From an optimization exercise on the open Yosys and OpenROAD flow, aimed at small area, a short achievable clock period and few clock cycles; shortcuts taken in it are not production practice. In this exercise RTL edits were held to simulation tests only and were not proved equivalent to the original. Power figures rest on the tool's default switching activity, not on a simulated workload.

## hash_engine
module hash_engine (
    input  wire        clk,
    input  wire        rst,
    input  wire        cmd_valid,
    output wire        cmd_ready,
    input  wire [15:0] cmd_word,
    output reg         rsp_valid,
    input  wire        rsp_ready,
    output reg  [2:0]  rsp_code,
    output reg  [63:0] rsp_data
);
    localparam [63:0] K_GOLD = 64'h9E3779B97F4A7C15;
    localparam [63:0] K_M1   = 64'hFF51AFD7ED558CCD;
    localparam [63:0] K_M2   = 64'hC4CEB9FE1A85EC53;
    reg [63:0] acc_r;
    reg [2:0]  acc_c;
    wire [63:0] acc = acc_r + {15'd0, acc_c[2], 15'd0, acc_c[1], 15'd0, acc_c[0], 16'd0};
    reg [4:0]  dig;
    reg [19:0] ca, cb, cc;
    reg [22:0] scr;
    reg [63:0] mix;
    reg        act, dv, ovf, az;
    reg [2:0]  err;
    wire [63:0] stat_word = {57'd0, err, az, ovf, dv, act};
    function [13:0] pdec(input [15:0] w);
        reg [3:0] o;
        reg [7:0] g;
        reg z, b, nop, sta, pus, fin, rdb, rdr, srs;
        begin
            o = w[15:12];
            g = w[7:0];
            nop = o == 4'h0; sta = o == 4'h1; pus = o == 4'h2; fin = o == 4'h3;
            rdb = o == 4'h4; rdr = o == 4'h5; srs = o == 4'hF;
            z = nop | sta | fin | srs;
            b = pus | rdb | rdr;
            pdec[0] = nop; pdec[1] = sta; pdec[2] = pus; pdec[3] = fin;
            pdec[4] = rdb; pdec[5] = rdr; pdec[6] = srs;
            pdec[7] = (w[11:8] != 4'd0) | ~(z | b) | (z & (g != 8'd0));
  ...
Size: roughly 16000 cells after synthesis, about 1400 flip-flops, roughly 0.13 mm^2 of cells after synthesis.
Settings: LEC_CHECK=0, ABC_AREA=1, ABC_CLOCK_PERIOD_IN_PS=5000, CAP_MARGIN=50, CORE_MARGIN=2, CORE_UTILIZATION=70, PLACE_DENSITY=0.8, SLEW_MARGIN=50; clock period 18.0 ns.
standard.sh (not shown) runs the stock make flow with config.mk's settings and CLKGATE_MAP_FILE= SYNTH_SCRIPT=/design/flow/synth_recipe.tcl, a recipe that flattens the netlist after the stock synthesis.
==> flow/flow/run.sh <==
#!/bin/bash
# The standard layout (standard.sh, unchanged synthesis and steps), with one change: the
# buffers that global placement puts on the input and output ports are sky130_fd_sc_hd__buf_4
# cells instead of the default choice (a slow clkdlybuf4s50_1). Every port still gets a buffer.
# make's full output, which includes the output of every tool it runs, goes to standard.log
# here; ORFS also keeps each step's own log under orfs/logs/.
set -euo pipefail
cd "$(dirname "$0")/.."
bash standard.sh "BUFFER_PORTS_ARGS=-buffer_cell sky130_fd_sc_hd__buf_4" finish > standard.log 2>&1
Testbench counts at the start, summed over its fixed seeds: cycles 5,231.
Edit:
==> flow/run.sh (new file) <==
#!/bin/bash
# synth_recipe.tcl (not shown) runs the flow's synth.tcl, then flattens the netlist and writes it again
# the make line also repeats each setting of config.mk as NAME=value (left out here)
make -C /OpenROAD-flow-scripts/flow DESIGN_CONFIG=/design/flow/config.mk WORK_HOME=/design/flow/orfs CLKGATE_MAP_FILE= SYNTH_SCRIPT=/design/flow/synth_recipe.tcl finish
--- a/flow/config.mk
+++ b/flow/config.mk
@@ -11,4 +11,4 @@
 export CORE_MARGIN = 2
-export CORE_UTILIZATION = 70
-export PLACE_DENSITY = 0.8
+export CORE_UTILIZATION = 60
+export PLACE_DENSITY = 0.75
 export SLEW_MARGIN = 50
removed: flow/flow/run.sh
removed: flow/standard.sh
=> The new run finished clean. Area after synthesis stays the same. Non-clock buffer count rose by 18. Fmax goes down by 0.78%. Setup slack gets worse by 45 ps. Worst hold slack is about the same. Via count decreases by 2.6%. Cell area is about the same. Die area is higher by 17%. Routed wire length decreases by 3.9%. Total power is lower by 2.6%. Register-to-register slack improved by 450 ps.
Edit:
==> flow/flow/run.sh (new file) <==
#!/bin/bash
# The standard layout (standard.sh, unchanged synthesis and steps), with one change: the
# buffers that global placement puts on the input and output ports are sky130_fd_sc_hd__buf_4
# cells instead of the default choice (a slow clkdlybuf4s50_1). Every port still gets a buffer.
# make's full output, which includes the output of every tool it runs, goes to standard.log
# here; ORFS also keeps each step's own log under orfs/logs/.
set -euo pipefail
cd "$(dirname "$0")/.."
bash standard.sh "BUFFER_PORTS_ARGS=-buffer_cell sky130_fd_sc_hd__buf_4" finish > standard.log 2>&1
==> flow/standard.sh (new file) <==
#!/bin/bash
# synth_recipe.tcl (not shown) runs the flow's synth.tcl, then flattens the netlist and writes it again
# the make line also repeats each setting of config.mk as NAME=value (left out here)
make -C /OpenROAD-flow-scripts/flow DESIGN_CONFIG=/design/flow/config.mk WORK_HOME=/design/flow/orfs CLKGATE_MAP_FILE= SYNTH_SCRIPT=/design/flow/synth_recipe.tcl "${@:-finish}"
removed: flow/run.sh
The new run finished with timing, DRC and antenna clean; area after synthesis is unchanged; final area is about the same; power rose by 0.47%; routed wire length goes up by 2.5%; global-route usage rises by 0.86 points; final cell count is about the same; count of clock-buffer cells in the layout grows by 16; first-iteration DRC count drops by 3.1%; worst setup slack is better by 420 ps; sequential power is about the same; critical path depth does not change.

[what the ideal ports hide]
Ports are ideal in the flow. The routed layouts listed here were re-timed in OpenROAD. Step 1: set_driving_cell puts a clkbuf_16 on clk and a buf_2 on each other input, an assumption about the parent block. Step 2, shift: input delay + t, output delay - t, t = (earliest + latest rising clock arrival at the registers) / 2. This alone moves slack from input paths to output paths. a / b / c = no drivers / after step 1 / after step 2; a / b = the first two.
| run | t (ns) | slack for setup (ns) | worst setup path at the end | worst register clock-pin slew, ns |
|---|---|---|---|---|
| the first run | 0.950 | 12.246 / 12.246 / 11.801 | input to register | 0.08 / 0.08 |
| the second run | 0.930 | 12.201 / 12.111 / 12.115 | input to register | 0.07 / 0.07 |
| the third run | 0.924 | 12.621 / 12.524 / 12.211 | input to register | 0.07 / 0.07 |
After both steps setup and hold are still met in every run listed. For the first run, which loses most, drivers alone change the setup slack by 0.000 ns; drivers and shift together by -0.445 ns.
